Background: an optimization exercise with open tools, aiming at small area, a short achievable clock period and few clock cycles. Do not read the settings as production practice. Only simulation tests tie the RTL to the original design; equivalence was not proved. Power is estimated from default activity; no workload was simulated.

**flow/config.mk**
```make
export PLATFORM = sky130hd
export DESIGN_NAME = fpmc_lutprog
export DESIGN_NICKNAME = fpmc_lutprog
export VERILOG_FILES = /design/flow/design.v
export SDC_FILE = /design/flow/constraint.sdc
export NUM_CORES = 4
export LEC_CHECK = 0
export CAP_MARGIN = 20
export CORE_MARGIN = 2
export CORE_UTILIZATION = 40
export PLACE_DENSITY = 0.6
export SLEW_MARGIN = 20
```
**flow/constraint.sdc**
```tcl
create_clock -name core_clock -period 10.0 [get_ports {clk}]
set_input_delay 2.0000 -clock core_clock [delete_from_list [all_inputs] [get_ports {clk}]]
set_output_delay 2.0000 -clock core_clock [all_outputs]
set_load 0.01 [all_outputs]
```
**flow/design.v**
```verilog
module fpmc_lutprog (
    input  wire        clk,
    input  wire        rst,           
    input  wire        cmd_valid,
    output wire        cmd_ready,
    input  wire [1:0]  cmd_variant,   
    input  wire [1:0]  cmd_role,      
    input  wire        cmd_fr,        
    input  wire        cmd_active,    
    input  wire        cmd_present,   
    input  wire [31:0] cmd_base,      
    input  wire [31:0] cmd_len,       
    input  wire [15:0] cmd_n,         
    output wire        mem_req_valid,
    input  wire        mem_req_ready,
    output wire [31:0] mem_addr,
    input  wire        mem_rvalid,
    input  wire [47:0] mem_rdata,
    output wire        ev_valid,
    input  wire        ev_ready,
    output wire [1:0]  ev_kind,       
    output wire [16:0] ev_index,
    output wire [31:0] ev_data,
    output wire        res_valid,
    input  wire        res_ready,
    output wire [3:0]  res_code,
    output wire [17:0] res_wcount
);
    reg        busy;
    reg        k_pal, k_ill, k_gam, k_v2, k_v3, k_act, k_lut, k_nlt2, k_leneq;
    reg [15:0] nm1;         
    wire        c_pal  = (cmd_role == 2'd2);
    wire [15:0] c_nm1  = c_pal ? 16'd255 : (cmd_n - 16'd1);
    wire [16:0] c_n    = c_pal ? 17'd256 : {1'b0, cmd_n};
    wire        c_leneq = (cmd_len[2:0] == 3'd0) && (cmd_len[31:19] == 13'd0) &&
                          (cmd_len[18:3] == (c_pal ? 16'd256 : cmd_n));
    wire ok   = !k_ill && (k_pal || ((k_v2 || k_v3) && !k_nlt2)) && (!k_lut || k_leneq);
    wire go   = ok && k_act;
    wire f_v3 = !k_pal && k_v3;
    wire gmx  = !k_pal && k_v2 && k_gam;       
    wire lact = busy && go && k_lut;            
    wire ract = busy && go && !k_lut;           
    reg        ev_v;
    reg [29:0] ev_d;
    reg [16:0] ev_i;
    reg [1:0]  ev_k;
    reg        half;        
    reg        gph;         
    reg        wend;        
    reg        fin;         
    reg        stp;         
    reg        res_v;
    reg [1:0]  res_c;       
    reg [17:0] res_w;
    reg        mreq;
    reg [31:0] raddr;
    reg [16:0] rrem;        
    reg [2:0]  outs;        
    reg        flush;       
    reg [2:0]  ucnt;        
    reg [1:0]  rph;         
    reg [3:0]  cnt;
    reg [16:0] e;           
    reg [16:0] rs;          
    reg [17:0] rsm;         
    reg [13:0] qs;          
    wire        ofree = !ev_v || ev_ready;
    wire        arrv  = mem_rvalid;
    wire        fire  = mreq && mem_req_ready;
    wire        take_arr = lact && arrv && !flush && ofree && !half;
    wire        drop     = lact && arrv && !flush && !(ofree && !half);
    wire        wav = busy && go && !wend &&
                      (half || (k_lut ? (arrv && !flush) : (rph == 2'd2 || gph)));
    wire        ld  = ofree && wav;
    wire        gfirst = gph && (ev_k != 2'd3);
    wire [16:0] ev_i_inc = ev_i + 17'd1;
    wire [16:0] lastw = f_v3 ? {nm1, 1'b1} : {1'b0, nm1};
    wire        lastm = (ev_i_inc == lastw);
    wire [16:0] den  = {nm1, 1'b0};
    wire        div_ph  = (rph == 2'd0);
    wire        dbit = (cnt != 4'd0);
    wire [17:0] t_a  = div_ph ? {e, dbit} : {1'b0, e};
    wire [18:0] t_s  = {1'b0, t_a} + {1'b0, rsm} + {18'd0, (rph != 2'd2)};
    wire [17:0] t    = t_s[17:0];
    wire        t_co = t_s[18];
    wire [16:0] u    = e + rs;
    wire [13:0] q_cur = {ev_d[13:10] & {4{f_v3}}, ev_d[9:8] & {2{!k_pal}}, ev_d[7:0]};
    wire [13:0] q_nxt = stp ? (q_cur + qs + {13'd0, t_co}) : 14'd0;
    wire [15:0] mr = mem_rdata[15:0];
    wire [15:0] mg = mem_rdata[31:16];
    wire [15:0] mb = mem_rdata[47:32];
    wire        d14 = f_v3 && !k_gam;
    wire [13:0] xr = k_pal ? {6'd0, mr[15:8]} : d14 ? mr[15:2] : {4'd0, mr[15:6]};
    wire [13:0] xg = k_pal ? {6'd0, mg[15:8]} : d14 ? mg[15:2] : {4'd0, mg[15:6]};
    wire [13:0] xb = k_pal ? {6'd0, mb[15:8]} : d14 ? mb[15:2] : {4'd0, mb[15:6]};
    wire [13:0] cr = k_lut ? xr : q_nxt;
    wire [13:0] cg = k_lut ? xg : q_nxt;
    wire [13:0] cb = k_lut ? xb : q_nxt;
    reg  [29:0] d_nxt;
    always @(*) begin
        if (gph) begin
            if (!k_lut)
                d_nxt = {14'd0, 16'hFFFF};
            else if (gfirst)
                d_nxt = {14'd0, mr};
            else if (!ev_i[0])
                d_nxt = {14'd0, mg};
            else
                d_nxt = {14'd0, mb};
        end else if (half) begin
            d_nxt = {16'd0, k_lut ? rs[13:0] : ev_d[13:0]};
        end else if (k_pal) begin
            d_nxt = {6'd0, cr[7:0], cg[7:0], cb[7:0]};
        end else if (f_v3) begin
            d_nxt = {cg, 2'd0, cb};
        end else begin
            d_nxt = {cr[9:0], cg[9:0], cb[9:0]};
        end
    end
    wire        pos2 = !rrem[16] && (rrem[15:1] != 15'd0);    
    wire        pos1 = !rrem[16] && (rrem[15:0] != 16'd0);    
    wire        unreq = flush && (outs == 3'd0) && !mreq && (ucnt != 3'd0);
    wire [16:0] stop0 = gmx ? 17'h1FFFD : 17'd0;
    wire [16:0] stop1 = gmx ? 17'h1FFFE : 17'd1;
    wire        more_n = fire ? (rrem != stop1) : (rrem != stop0);
    wire [2:0]  outs_n = outs + {2'd0, fire} - {2'd0, arrv};
    wire        flush_n = (flush || drop) &&
                          !(flush && (outs == 3'd0) && !mreq && (ucnt == 3'd0));
    wire        wcomp = wend && ev_v && ev_ready;
    wire        res_free = !res_v || res_ready;
    wire        pst = busy && (!go || wcomp || fin) && res_free;
    wire [16:0] wc_inc = {1'b0, nm1} + (gmx ? 17'd4 : 17'd1);
    wire [17:0] wc = !go ? 18'd0 : f_v3 ? {wc_inc, 1'b0} : {1'b0, wc_inc};
    always @(posedge clk) begin
        if (rst) begin
            busy  <= 1'b0;
            fin   <= 1'b0;
            ev_v  <= 1'b0;
            res_v <= 1'b0;
            mreq  <= 1'b0;
            outs  <= 3'd0;
            flush <= 1'b0;
            ucnt  <= 3'd0;
        end else begin
            if (!busy)
                busy <= cmd_valid;
            else if (pst)
                busy <= 1'b0;
            if (pst) begin
                res_v <= 1'b1;
                fin   <= 1'b0;
            end else begin
                if (res_ready) res_v <= 1'b0;
                if (busy && (wcomp || !go)) fin <= 1'b1;
            end
            if (ld)
                ev_v <= 1'b1;
            else if (ev_ready)
                ev_v <= 1'b0;
            outs  <= outs_n;
            flush <= flush_n;
            if (unreq)
                ucnt <= ucnt - 3'd1;
            else if (drop || (flush && arrv))
                ucnt <= ucnt + 3'd1;
            if (mreq && !mem_req_ready)
                mreq <= 1'b1;
            else
                mreq <= lact && !flush_n && more_n && !outs_n[2] && !(f_v3 && fire);
        end
        if (!busy) begin
            k_pal   <= c_pal;
            k_ill   <= (cmd_role == 2'd3);
            k_gam   <= (cmd_role == 2'd1);
            k_v2    <= (cmd_variant == 2'd2);
            k_v3    <= (cmd_variant == 2'd3);
            k_act   <= cmd_active;
            k_lut   <= cmd_present && !cmd_fr;
            k_nlt2  <= (cmd_n[15:1] == 15'd0);
            k_leneq <= c_leneq;
            nm1     <= c_nm1;
            raddr   <= cmd_base;
            rrem    <= c_n;
            ev_i    <= 17'h1FFFF;
            ev_k    <= c_pal ? 2'd0 : (cmd_role == 2'd1) ? 2'd2 : 2'd1;
            half    <= 1'b0;
            gph     <= 1'b0;
            wend    <= 1'b0;
            stp     <= 1'b0;
            rph     <= 2'd0;
            cnt     <= c_pal ? 4'd8 : (cmd_variant == 2'd3 && cmd_role == 2'd0) ? 4'd14 : 4'd10;
            e       <= 17'd0;
            qs      <= 14'd0;
            rsm     <= ~{1'b0, c_nm1, 1'b0};
        end else begin
            if (fire) begin
                rrem <= rrem - 17'd1;
                if (pos2) raddr[31:3] <= raddr[31:3] + 29'd1;
            end else if (unreq) begin
                rrem <= rrem + 17'd1;
                if (pos1) raddr[31:3] <= raddr[31:3] - 29'd1;
            end
            if (ld) begin
                ev_i <= gfirst ? 17'd0 : ev_i_inc;
                if (gfirst) ev_k <= 2'd3;
                if (gph) begin
                    if (!gfirst && ev_i[0]) wend <= 1'b1;
                end else begin
                    half <= f_v3 && !half;
                    if (lastm) begin
                        if (gmx) gph <= 1'b1;
                        else     wend <= 1'b1;
                    end
                end
                if (!half && !gph && !k_lut) begin
                    stp <= 1'b1;
                    if (stp) e <= t_co ? t[16:0] : u;
                end
            end
            if (!k_lut) begin
                if (rph == 2'd0) begin
                    e   <= t_co ? t[16:0] : {e[15:0], dbit};
                    qs  <= {qs[12:0], t_co};
                    cnt <= cnt - 4'd1;
                    if (cnt == 4'd0) rph <= 2'd1;
                end else if (rph == 2'd1) begin
                    rs  <= e;
                    rsm <= t;
                    e   <= {1'b0, nm1};
                    rph <= 2'd2;
                end
            end
        end
        if (ofree)
            ev_d <= d_nxt;
        if (busy && k_lut && ofree && !half)
            rs <= {3'd0, d14 ? mr[15:2] : {4'd0, mr[15:6]}};
        if (pst) begin
            res_c <= {ok ? 1'b0 : !k_ill, !ok};
            res_w <= wc;
        end
    end
    assign cmd_ready     = !busy;
    assign mem_req_valid = mreq;
    assign mem_addr      = raddr;
    assign ev_valid      = ev_v;
    assign ev_kind       = ev_k;
    assign ev_index      = ev_i;
    assign ev_data       = {2'b00, ev_d};
    assign res_valid     = res_v;
    assign res_code      = {1'b0, res_c, 1'b0};
    assign res_wcount    = res_w;
endmodule
```
**flow/run.sh**
```bash
#!/bin/bash
# synth_recipe.tcl (not shown) runs the flow's synth.tcl, then flattens the netlist and writes it again
# the make line also repeats each setting of config.mk as NAME=value (left out here)
make -C /OpenROAD-flow-scripts/flow DESIGN_CONFIG=/design/flow/config.mk WORK_HOME=/design/flow/orfs CLKGATE_MAP_FILE= SYNTH_SCRIPT=/design/flow/synth_recipe.tcl finish
```
==> flow_summary.json, run 1 <==
{
  "dpl-instance-area_mm2": 0.02053,
  "max-vdd-ir-drop_v": 0.0001542,
  "yosysTopAreaCell": "sky130_fd_sc_hd__edfxtp_1",
  "ys_ff_latch": 231,
  "syn-instance-count": 2042,
  "grt.met2_usage_pct": 41.87,
  "finalSetupViolations": 0,
  "area_growth_from_synthesis_to_layout_pct": 22.52,
  "die_area_mm2": 0.04564,
  "ant_nets": 0,
  "grt_pass1_vias": 15930,
  "final_nets": 2482,
  "worst_hold_path_type": "reg2reg",
  "cts.sinks": 231,
  "dr.first_iter.drc_count": 1199,
  "fin_crit_sh_pct": 62.45,
  "grt_setup_unrepaired": "false",
  "yosys_most_used_dff": "sky130_fd_sc_hd__edfxtp_1",
  "clock_tree.htree_level_count": 1,
  "synthTopCellsByArea": "sky130_fd_sc_hd__edfxtp_1, sky130_fd_sc_hd__dfxtp_1, sky130_fd_sc_hd__ha_1",
  "gr-usage-met3_pct": 4.774,
  "initial_core_util_pct": 40.63,
  "ctsRootBufferMaster": "sky130_fd_sc_hd__clkbuf_16",
  "worst-setup-path-type": "reg2reg",
  "grt_start_max_net_pins": 58,
  "final_layout_size_suffix_gt1_share_pct": 5.948,
  "postCtsResizedCells": 0,
  "cp_data_required_time_ps": 10310,
  "dp_hpwl_mm": 45.01,
  "cts_buffers": 28,
  "hold_viol_final": 0,
  "rows": 76,
  "cts_setup_buffers": 0,
  "netlist.area_leader.share_pct": 27.67,
  "cts_buffer_depth": 3,
  "ys_seq_area_share_pct": 35.53,
  "cts_tree": "yes",
  "routabilityCongestion": 0.9190,
  "die_height_um": 213.6,
  "run_status": "finished clean",
  "global_route_wire_length_before_repair_mm": 90.51,
  "grt_use_total_pct": 25.75,
  "clkTransAtPathRegs_ps": 70,
  "worst_clock_skew_ps": 19.49,
  "syn-cell-area_mm2": 0.01758,
  "synth_cell_types": 93,
  "synth_enable_flop_cells": 162,
  "critical_path_arrival_ps": 6550,
  "final_max_slew_viol_count": 0,
  "floorplan.die.width_um": 213.6,
  "p_leak_nw": 8.244,
  "async_sr_flop_fraction_pct": 0,
  "setup.worst_path.start_class": "flip-flop",
  "floorplan.core_area_mm2": 0.04327,
  "finalCoreUtilization_pct": 49.78,
  "grt.busiest_layer": "met2",
  "syn_avg_cell_area_um2": 8.610,
  "design_area_mm2": 0.02154,
  "endpoint_kind": "flip-flop",
  "detail_route.first_pass.iterations": 5,
  "period_minus_slack_ps": 6245,
  "grt_use_met1_pct": 34.44,
  "pin_count": 251,
  "dr_total_vias": 16500,
  "tns_ps": 0,
  "clk_latency_ps": 580,
  "vias_per_cell": 5.813,
  "portBuffers": 246,
  "grt_remaining_overflow": 0,
  "antenna_violations_before_repair": 2,
  "postCtsHoldBufs": 0,
  "number_of_inserted_diodes": 0,
  "timing.max_slew.rel_slack_pct": 34.50,
  "detail_route.wl_per_cell_um": 21.14,
  "power.density_cell_area_mw_per_mm2": 151.9,
  "routed_wl_mm": 59.99,
  "ys_warn_count": 1,
  "maxClockFrequency_mhz": 160.1,
  "timing.max_cap.violations": 0,
  "drt_drc_violations_left": 0,
  "worstPathMaxFanout": 39,
  "worst-slew-pin-transition_ps": 977.2
}
layout by cell type (no fill, tap or decap), types with 29 or more instances in the layout:
cell,synthesis,final
sky130_fd_sc_hd__nand2_1,229,229
sky130_fd_sc_hd__nand3_1,58,58
sky130_fd_sc_hd__edfxtp_1,162,162
sky130_fd_sc_hd__ha_1,100,100
sky130_fd_sc_hd__xor2_1,42,42
sky130_fd_sc_hd__mux2_2,31,31
sky130_fd_sc_hd__inv_1,70,70
sky130_fd_sc_hd__clkdlybuf4s50_1,0,246
sky130_fd_sc_hd__nor2_1,181,181
sky130_fd_sc_hd__clkbuf_16,0,29
sky130_fd_sc_hd__a21oi_1,182,182
sky130_fd_sc_hd__a211oi_1,49,49
sky130_fd_sc_hd__dfxtp_1,69,68
sky130_fd_sc_hd__mux2i_1,52,52
sky130_fd_sc_hd__xnor2_1,95,95
sky130_fd_sc_hd__nor3_1,55,53
sky130_fd_sc_hd__o21ai_0,157,156
registers in the layout, summed over array words and instances (netlist names), 2 cells and up:
register,flops
raddr,32
ev_d,30
res_w,18
rsm,18
e,17
ev_i,17
rrem,17
rs,17
nm1,16
qs,14
cnt,4
outs,3
ucnt,3
ev_k,2
res_c,2
rph,2
through the flow:
| stage | instances | hold WS [ps] | setup WS, ps | total power [W] |
|---|---|---|---|---|
| finish | 2838 | 464.4 | 3755 | 0.003271 |
| global route | 2838 | 504.0 | 3127 | 0.003421 |
| CTS | 2837 | 468.7 | 3787 | 0.003287 |
| detailed placement | 2785 | 460.8 | 3831 | 0.002156 |
| global placement | 2785 | 449.9 | 3929 | 0.002147 |
| floorplan | 2045 | 440.0 | 4312 | 0.001793 |
critical path: stages, from the launching register on:
cell and delay [ps]:
sky130_fd_sc_hd__dfxtp_1 310, sky130_fd_sc_hd__buf_4 280, sky130_fd_sc_hd__nor2_1 70, sky130_fd_sc_hd__buf_4 220, sky130_fd_sc_hd__nand2_1 70, sky130_fd_sc_hd__o21ai_0 100, sky130_fd_sc_hd__fa_1 450, sky130_fd_sc_hd__fa_1 410
sky130_fd_sc_hd__nor2b_1 160, sky130_fd_sc_hd__o31a_1 200, sky130_fd_sc_hd__o22ai_1 170, sky130_fd_sc_hd__a211o_1 300, sky130_fd_sc_hd__o21a_1 180, sky130_fd_sc_hd__buf_4 250, sky130_fd_sc_hd__inv_2 330, sky130_fd_sc_hd__fa_1 270
sky130_fd_sc_hd__inv_1 60, sky130_fd_sc_hd__fa_1 370, sky130_fd_sc_hd__nor2b_1 170, sky130_fd_sc_hd__o21ai_0 120, sky130_fd_sc_hd__a21boi_0 320, sky130_fd_sc_hd__o41a_1 240, sky130_fd_sc_hd__a41oi_1 170, sky130_fd_sc_hd__xnor2_1 180
sky130_fd_sc_hd__a2111oi_0 440, sky130_fd_sc_hd__nor3_1 110
layer usage:
layer / share of wire (%) / vias up
met5: 0.045 / -
met4: 3.6 / 4
met3: 7.3 / 102
met2: 45 / 642
met1: 44 / 7828
li1: - / 7921
kinds of logic (layout without fill, tap and decap cells):
logic type | after synthesis | after routing | share of synthesized area (%)
and+or+nand+nor | 668 | 668 | 17.74
AOI/OAI and AO/OA | 624 | 624 | 22.58
DFF | 231 | 231 | 35.53
buffers and inverters | 189 | 397 | 4.220
xor gates and xnor gates | 137 | 137 | 6.825
adders and majority gates | 109 | 109 | 8.142
muxes | 83 | 83 | 4.946
other | 1 | 4 | 0.02133
cell type report:
class	count	area, um2
fillers	4148	21730
repair buffers	271	2650
well taps	585	732.0
inverters	74	280.3
clock inverters	22	269.0
multi-input cells	1625	10630
flip-flops and latches	231	6250
clock buffers	30	729.5
Yosys cell counts, types with 18 or more instances:
library cell and count:
sky130_fd_sc_hd__clkbuf_1 84, sky130_fd_sc_hd__nor2_1 181, sky130_fd_sc_hd__o21ai_0 157, sky130_fd_sc_hd__nor2b_1 20
sky130_fd_sc_hd__ha_1 100, sky130_fd_sc_hd__a31oi_1 18, sky130_fd_sc_hd__dfxtp_1 69, sky130_fd_sc_hd__a211oi_1 49
sky130_fd_sc_hd__a21o_1 22, sky130_fd_sc_hd__nand2_1 229, sky130_fd_sc_hd__a21oi_1 182, sky130_fd_sc_hd__mux2_2 31
sky130_fd_sc_hd__nand4_1 18, sky130_fd_sc_hd__o22ai_1 20, sky130_fd_sc_hd__xnor2_1 95, sky130_fd_sc_hd__edfxtp_1 162
sky130_fd_sc_hd__nor3_1 55, sky130_fd_sc_hd__nand3_1 58, sky130_fd_sc_hd__mux2i_1 52, sky130_fd_sc_hd__inv_1 70
sky130_fd_sc_hd__xor2_1 42, sky130_fd_sc_hd__o211ai_1 18, sky130_fd_sc_hd__and2_1 18
report_power, final:
| part | leakage, nW | internal, W | switching, W | total (W) |
|---|---|---|---|---|
| Clock | 0.487 | 0.000681 | 0.000444 | 0.00113 |
| Sequential | 2.24 | 0.00115 | 0.000100 | 0.00125 |
| Combinational | 5.52 | 0.000405 | 0.000494 | 0.000899 |
worst paths after layout:
| check | start | slack (ps) | end | depth (start not counted) |
|---|---|---|---|---|
| max | rph[0] | 3750 | ev_d[10] | 25 |
| min | rs[15] | 460 | rs[15] | 2 |
| max reg2reg | rph[0] | 3750 | ev_d[10] | 25 |
| min reg2reg | rs[15] | 460 | rs[15] | 2 |
Testbench counts, summed over its fixed seeds: cycles 37,618.
==> inputs of run 2 (changes only) <==
--- a/flow/design.v
+++ b/flow/design.v
@@ -60,32 +60,33 @@
     reg [2:0]  ucnt;        
     reg [1:0]  rph;         
     reg [3:0]  cnt;
-    reg [16:0] e;           
+    reg [17:0] e;           
     reg [16:0] rs;          
     reg [17:0] rsm;         
     reg [13:0] qs;          
+    reg        cy;          
+    reg [1:0]  g2;          
     wire        ofree = !ev_v || ev_ready;
     wire        arrv  = mem_rvalid;
     wire        fire  = mreq && mem_req_ready;
     wire        take_arr = lact && arrv && !flush && ofree && !half;
     wire        drop     = lact && arrv && !flush && !(ofree && !half);
     wire        wav = busy && go && !wend &&
-                      (half || (k_lut ? (arrv && !flush) : (rph == 2'd2 || gph)));
+                      (half || (k_lut ? (arrv && !flush) : (rph == 2'd3 || gph)));
     wire        ld  = ofree && wav;
     wire        gfirst = gph && (ev_k != 2'd3);
     wire [16:0] ev_i_inc = ev_i + 17'd1;
     wire [16:0] lastw = f_v3 ? {nm1, 1'b1} : {1'b0, nm1};
     wire        lastm = (ev_i_inc == lastw);
-    wire [16:0] den  = {nm1, 1'b0};
-    wire        div_ph  = (rph == 2'd0);
-    wire        dbit = (cnt != 4'd0);
-    wire [17:0] t_a  = div_ph ? {e, dbit} : {1'b0, e};
-    wire [18:0] t_s  = {1'b0, t_a} + {1'b0, rsm} + {18'd0, (rph != 2'd2)};
+    wire        gmk   = (ev_k == 2'd3);
+    wire [18:0] t_s  = {1'b0, e} + {1'b0, rsm};
     wire [17:0] t    = t_s[17:0];
     wire        t_co = t_s[18];
-    wire [16:0] u    = e + rs;
+    wire [16:0] u    = e[16:0] + rs;
+    wire [16:0] nr   = t_co ? t[16:0] : e[16:0];
     wire [13:0] q_cur = {ev_d[13:10] & {4{f_v3}}, ev_d[9:8] & {2{!k_pal}}, ev_d[7:0]};
-    wire [13:0] q_nxt = stp ? (q_cur + qs + {13'd0, t_co}) : 14'd0;
+    wire [14:0] q_add = {q_cur, 1'b1} + {qs, cy};
+    wire [13:0] q_nxt = stp ? q_add[14:1] : 14'd0;
     wire [15:0] mr = mem_rdata[15:0];
     wire [15:0] mg = mem_rdata[31:16];
     wire [15:0] mb = mem_rdata[47:32];
@@ -103,7 +104,7 @@
                 d_nxt = {14'd0, 16'hFFFF};
             else if (gfirst)
                 d_nxt = {14'd0, mr};
-            else if (!ev_i[0])
+            else if (!g2[0])
                 d_nxt = {14'd0, mg};
             else
                 d_nxt = {14'd0, mb};
@@ -123,14 +124,15 @@
     wire [16:0] stop0 = gmx ? 17'h1FFFD : 17'd0;
     wire [16:0] stop1 = gmx ? 17'h1FFFE : 17'd1;
     wire        more_n = fire ? (rrem != stop1) : (rrem != stop0);
+    wire [16:0] rrem_s = rrem + {{16{!unreq}}, 1'b1};
+    wire [28:0] raddr_s = raddr[31:3] + {{28{unreq}}, 1'b1};
     wire [2:0]  outs_n = outs + {2'd0, fire} - {2'd0, arrv};
     wire        flush_n = (flush || drop) &&
                           !(flush && (outs == 3'd0) && !mreq && (ucnt == 3'd0));
     wire        wcomp = wend && ev_v && ev_ready;
     wire        res_free = !res_v || res_ready;
     wire        pst = busy && (!go || wcomp || fin) && res_free;
-    wire [16:0] wc_inc = {1'b0, nm1} + (gmx ? 17'd4 : 17'd1);
-    wire [17:0] wc = !go ? 18'd0 : f_v3 ? {wc_inc, 1'b0} : {1'b0, wc_inc};
+    wire [17:0] wc = go ? {1'b0, ev_i_inc} : 18'd0;
     always @(posedge clk) begin
         if (rst) begin
             busy  <= 1'b0;
@@ -189,22 +191,20 @@
             stp     <= 1'b0;
             rph     <= 2'd0;
             cnt     <= c_pal ? 4'd8 : (cmd_variant == 2'd3 && cmd_role == 2'd0) ? 4'd14 : 4'd10;
-            e       <= 17'd0;
+            e       <= 18'd1;
             qs      <= 14'd0;
             rsm     <= ~{1'b0, c_nm1, 1'b0};
         end else begin
-            if (fire) begin
-                rrem <= rrem - 17'd1;
-                if (pos2) raddr[31:3] <= raddr[31:3] + 29'd1;
-            end else if (unreq) begin
-                rrem <= rrem + 17'd1;
-                if (pos1) raddr[31:3] <= raddr[31:3] - 29'd1;
-            end
+            if (fire || unreq)
+                rrem <= rrem_s;
+            if ((fire && pos2) || (unreq && pos1))
+                raddr[31:3] <= raddr_s;
             if (ld) begin
-                ev_i <= gfirst ? 17'd0 : ev_i_inc;
+                ev_i <= ev_i_inc;
+                g2   <= gfirst ? 2'd0 : g2 + 2'd1;
                 if (gfirst) ev_k <= 2'd3;
                 if (gph) begin
-                    if (!gfirst && ev_i[0]) wend <= 1'b1;
+                    if (!gfirst && g2[0]) wend <= 1'b1;
                 end else begin
                     half <= f_v3 && !half;
                     if (lastm) begin
@@ -214,20 +214,24 @@
                 end
                 if (!half && !gph && !k_lut) begin
                     stp <= 1'b1;
-                    if (stp) e <= t_co ? t[16:0] : u;
+                    e   <= t_co ? t : {1'b0, u};
+                    cy  <= t_co;
                 end
             end
             if (!k_lut) begin
                 if (rph == 2'd0) begin
-                    e   <= t_co ? t[16:0] : {e[15:0], dbit};
+                    rsm <= t;                    
+                    rph <= 2'd1;
+                end else if (rph == 2'd1) begin
+                    e   <= (cnt == 4'd0) ? {1'b0, nr} : {nr, (cnt >= 4'd2)};
                     qs  <= {qs[12:0], t_co};
                     cnt <= cnt - 4'd1;
-                    if (cnt == 4'd0) rph <= 2'd1;
-                end else if (rph == 2'd1) begin
-                    rs  <= e;
+                    if (cnt == 4'd0) rph <= 2'd2;
+                end else if (rph == 2'd2) begin
+                    rs  <= e[16:0];
                     rsm <= t;
-                    e   <= {1'b0, nm1};
-                    rph <= 2'd2;
+                    e   <= {2'b0, nm1};
+                    rph <= 2'd3;
                 end
             end
         end
@@ -245,7 +249,7 @@
     assign mem_addr      = raddr;
     assign ev_valid      = ev_v;
     assign ev_kind       = ev_k;
-    assign ev_index      = ev_i;
+    assign ev_index      = gmk ? {15'd0, g2} : ev_i;
     assign ev_data       = {2'b00, ev_d};
     assign res_valid     = res_v;
     assign res_code      = {1'b0, res_c, 1'b0};
==> flow_summary.json, run 2 <==
{
  "synthTopCellsByArea": "sky130_fd_sc_hd__edfxtp_1, sky130_fd_sc_hd__dfxtp_1, sky130_fd_sc_hd__ha_1",
  "critical_path_arrival_ps": 5190,
  "p_leak_nw": 8.393,
  "clock_tree.htree_level_count": 1,
  "timing.max_slew.rel_slack_pct": 26.51,
  "timing.max_cap.violations": 0,
  "hold_viol_final": 0,
  "drt_drc_violations_left": 0,
  "detail_route.wl_per_cell_um": 20.91,
  "die_area_mm2": 0.04547,
  "syn-instance-count": 1974,
  "power_switching_w": 0.0009522,
  "ant_nets": 0,
  "combinationalPowerShare_pct": 25.4,
  "grt_use_total_pct": 25.03,
  "power_frac_clock_pct": 35.3,
  "floorplan.core_area_mm2": 0.04317,
  "grt_remaining_overflow": 0,
  "whs_ps": 474.8,
  "cp_data_required_time_ps": 10320,
  "grt_pass1_vias": 15560,
  "cts_setup_buffers": 0,
  "netlist_top_cells_count": "sky130_fd_sc_hd__nand2_1, sky130_fd_sc_hd__nor2_1, sky130_fd_sc_hd__edfxtp_1",
  "syn_avg_cell_area_um2": 8.871,
  "async_sr_flop_fraction_pct": 0,
  "reg2reg_path_depth": 14,
  "reg2reg_slack_ps": 5140,
  "tns_ps": 0,
  "largest_regs": "raddr: 32 flops, ev_d: 30 flops",
  "ys_warn_count": 1,
  "finalSetupViolations": 0,
  "final_max_slew_viol_count": 0,
  "yosys_most_used_dff": "sky130_fd_sc_hd__edfxtp_1",
  "ys_seq_area_share_pct": 36.13,
  "yosysTopAreaCell": "sky130_fd_sc_hd__edfxtp_1",
  "timing.critical_path.to": "raddr[24]",
  "final_nets": 2423,
  "dr.first_iter.drc_count": 1462,
  "rows": 76,
  "cts_buffers": 29,
  "floorplan.die.width_um": 213.2,
  "initial_core_util_pct": 40.56,
  "clkTransAtPathRegs_ps": 60,
  "global_route_wire_length_before_repair_mm": 88.88,
  "ctsRootBufferMaster": "sky130_fd_sc_hd__clkbuf_16",
  "max-vdd-ir-drop_v": 0.0001267,
  "syn-cell-area_mm2": 0.01751,
  "routabilityCongestion": 0.9496,
  "endpoint_kind": "flip-flop",
  "run_status": "finished clean",
  "synth_enable_flop_cells": 164,
  "cts_buffer_depth": 3,
  "cell_internal_pwr_w": 0.002184,
  "cts_tree": "yes",
  "worst_setup_path_startpoint": "mreq",
  "dr_total_vias": 16200,
  "routed_wl_mm": 58.18,
  "period_minus_slack_ps": 4862,
  "power.density_cell_area_mw_per_mm2": 146.3,
  "worst_hold_path_type": "reg2reg",
  "maxClockFrequency_mhz": 205.7,
  "worst-slew-pin-transition_ps": 1102,
  "worst_clock_skew_ps": 13.26,
  "max_flop_register": "raddr",
  "cts.sinks": 234,
  "sw_frac_of_total_pct": 30.36,
  "worstPathMaxFanout": 32,
  "dp_hpwl_mm": 44.08,
  "finalCoreUtilization_pct": 49.66,
  "area_growth_from_synthesis_to_layout_pct": 22.43,
  "ys_ff_latch": 234,
  "grt_setup_unrepaired": "false",
  "fin_crit_sh_pct": 48.62,
  "final_common_cell": "sky130_fd_sc_hd__clkdlybuf4s50_1",
  "sequentialPowerShare_pct": 39.4,
  "final_layout_size_suffix_gt1_share_pct": 6.054,
  "portBuffers": 245,
  "flip_flop_count_of_the_largest_register_after_layout": 32,
  "mostFrequentLayoutCells": "sky130_fd_sc_hd__clkdlybuf4s50_1, sky130_fd_sc_hd__nand2_1, sky130_fd_sc_hd__nor2_1",
  "detail_route.first_pass.iterations": 6,
  "top_count_cell_post_synth": "sky130_fd_sc_hd__nand2_1",
  "grt_start_max_net_pins": 68,
  "synth_cell_types": 96,
  "netlist.area_leader.share_pct": 28.12,
  "pin_count": 251,
  "crit-reg2reg-capture": "raddr[24]",
  "antenna_violations_before_repair": 3,
  "number_of_inserted_diodes": 0,
  "postCtsHoldBufs": 0,
  "setup.worst_path.start_class": "flip-flop",
  "clk_latency_ps": 570,
  "die_height_um": 213.2,
  "worst-setup-path-type": "reg2reg",
  "crit-reg2reg-launch": "mreq",
  "postCtsResizedCells": 0,
  "vias_per_cell": 5.824
}
-- run 2: metrics by stage --
| step | cells | power (W) | instance area (um2) | worst slack [ps] |
|---|---|---|---|---|
| after floorplan | 1978 | 0.001703 | 17530 | 5170 |
| after global placement | 2727 | 0.002032 | 20440 | 5167 |
| after detailed placement | 2727 | 0.002041 | 20440 | 4996 |
| after CTS | 2781 | 0.003153 | 21430 | 5242 |
| after global routing | 2782 | 0.003277 | 21440 | 4765 |
| final | 2782 | 0.003137 | 21440 | 5138 |
-- run 2: power by group through the flow --
stage | registers, W | clock network [W] | logic [W]
floorplan | 0.00123 | 0 | 0.000469
global placement | 0.00125 | 0 | 0.000779
detailed placement | 0.00125 | 0 | 0.000788
CTS | 0.00123 | 0.00113 | 0.000793
global route | 0.00124 | 0.00116 | 0.000872
finish | 0.00123 | 0.00111 | 0.000796
-- run 2: worst max-delay path: stages (launching register included) --
cell                       delay (ps)
sky130_fd_sc_hd__dfxtp_1          340
sky130_fd_sc_hd__or3_1            360
sky130_fd_sc_hd__nor3_1           200
sky130_fd_sc_hd__nand2b_1         650
sky130_fd_sc_hd__inv_1            190
sky130_fd_sc_hd__buf_4            400
sky130_fd_sc_hd__ha_1             370
sky130_fd_sc_hd__a211oi_1         340
sky130_fd_sc_hd__nor2_1           140
sky130_fd_sc_hd__o21a_1           200
sky130_fd_sc_hd__a311o_1          360
sky130_fd_sc_hd__o41ai_2          430
sky130_fd_sc_hd__o21ai_0          180
sky130_fd_sc_hd__xor2_1           170
sky130_fd_sc_hd__mux2_2           270
-- run 2: how the worst min path moves through the flow --
stage / slack [ps] / end / cells after the start / start
detailed placement: 470 / stp / 2 / stp
finish: 470 / stp / 2 / stp
floorplan: 430 / stp / 2 / stp
global placement: 450 / stp / 2 / stp
CTS: 480 / stp / 2 / stp
global route: 530 / stp / 2 / stp
-- run 2: routing by layer --
layer | routed length (um) | global-route usage, %
met5 | 35 | 0
met4 | 2623 | 10.42
met3 | 3756 | 3.795
met2 | 26460 | 40.80
met1 | 25300 | 33.16
-- run 2: kinds of logic after synthesis --
logic type               Yosys count  share of synthesized area [%]
AND/OR/NAND/NOR                  657                          18.03
AO/OA/AOI/OAI                    592                          21.94
flip-flops                       234                          36.13
buffers and inverters            164                          3.916
XOR/XNOR                         135                          6.831
adder cells (fa/ha/maj)          107                          7.946
multiplexers                      84                          5.195
other                              1                        0.02142
-- run 2: area by class of cell --
class	count	area, um2
clock buffers	37	765.7
clock inverters	17	217.7
flip-flops and latches	234	6330
fillers	4122	21730
inverters	61	230.2
multi-input cells	1580	10540
well taps	585	732.0
repair buffers	268	2625
Testbench counts of run 2, summed over its fixed seeds: cycles 37,671.

## re-timing with driven ports
Ports are ideal in the flow. The routed layouts listed here were re-timed in OpenROAD.
Step 1 assumes that a clkbuf_16 drives the clock port and a buf_2 every other input.
Step 2 times the ports against the registers' clock, not the clock port: input delays grow and output delays shrink by t, the midpoint of the rising clock arrivals with the driver on.
a / b / c = ideal / step 1 / step 2; a / b = the first two.
run | t, ns | slack for setup (ns) | hold WS [ns] | clock arrival spread, ns
run 1 | 0.625 | 3.755 / 3.755 / 3.755 | 0.464 / 0.464 / 0.464 | 0.020 / 0.019
run 2 | 0.619 | 5.138 / 5.138 / 5.000 | 0.475 / 0.475 / 0.475 | 0.014 / 0.014
After both steps setup and hold are still met in every run listed. For run 2, which loses most, drivers alone change the setup slack by 0.000 ns; drivers and shift together by -0.138 ns.
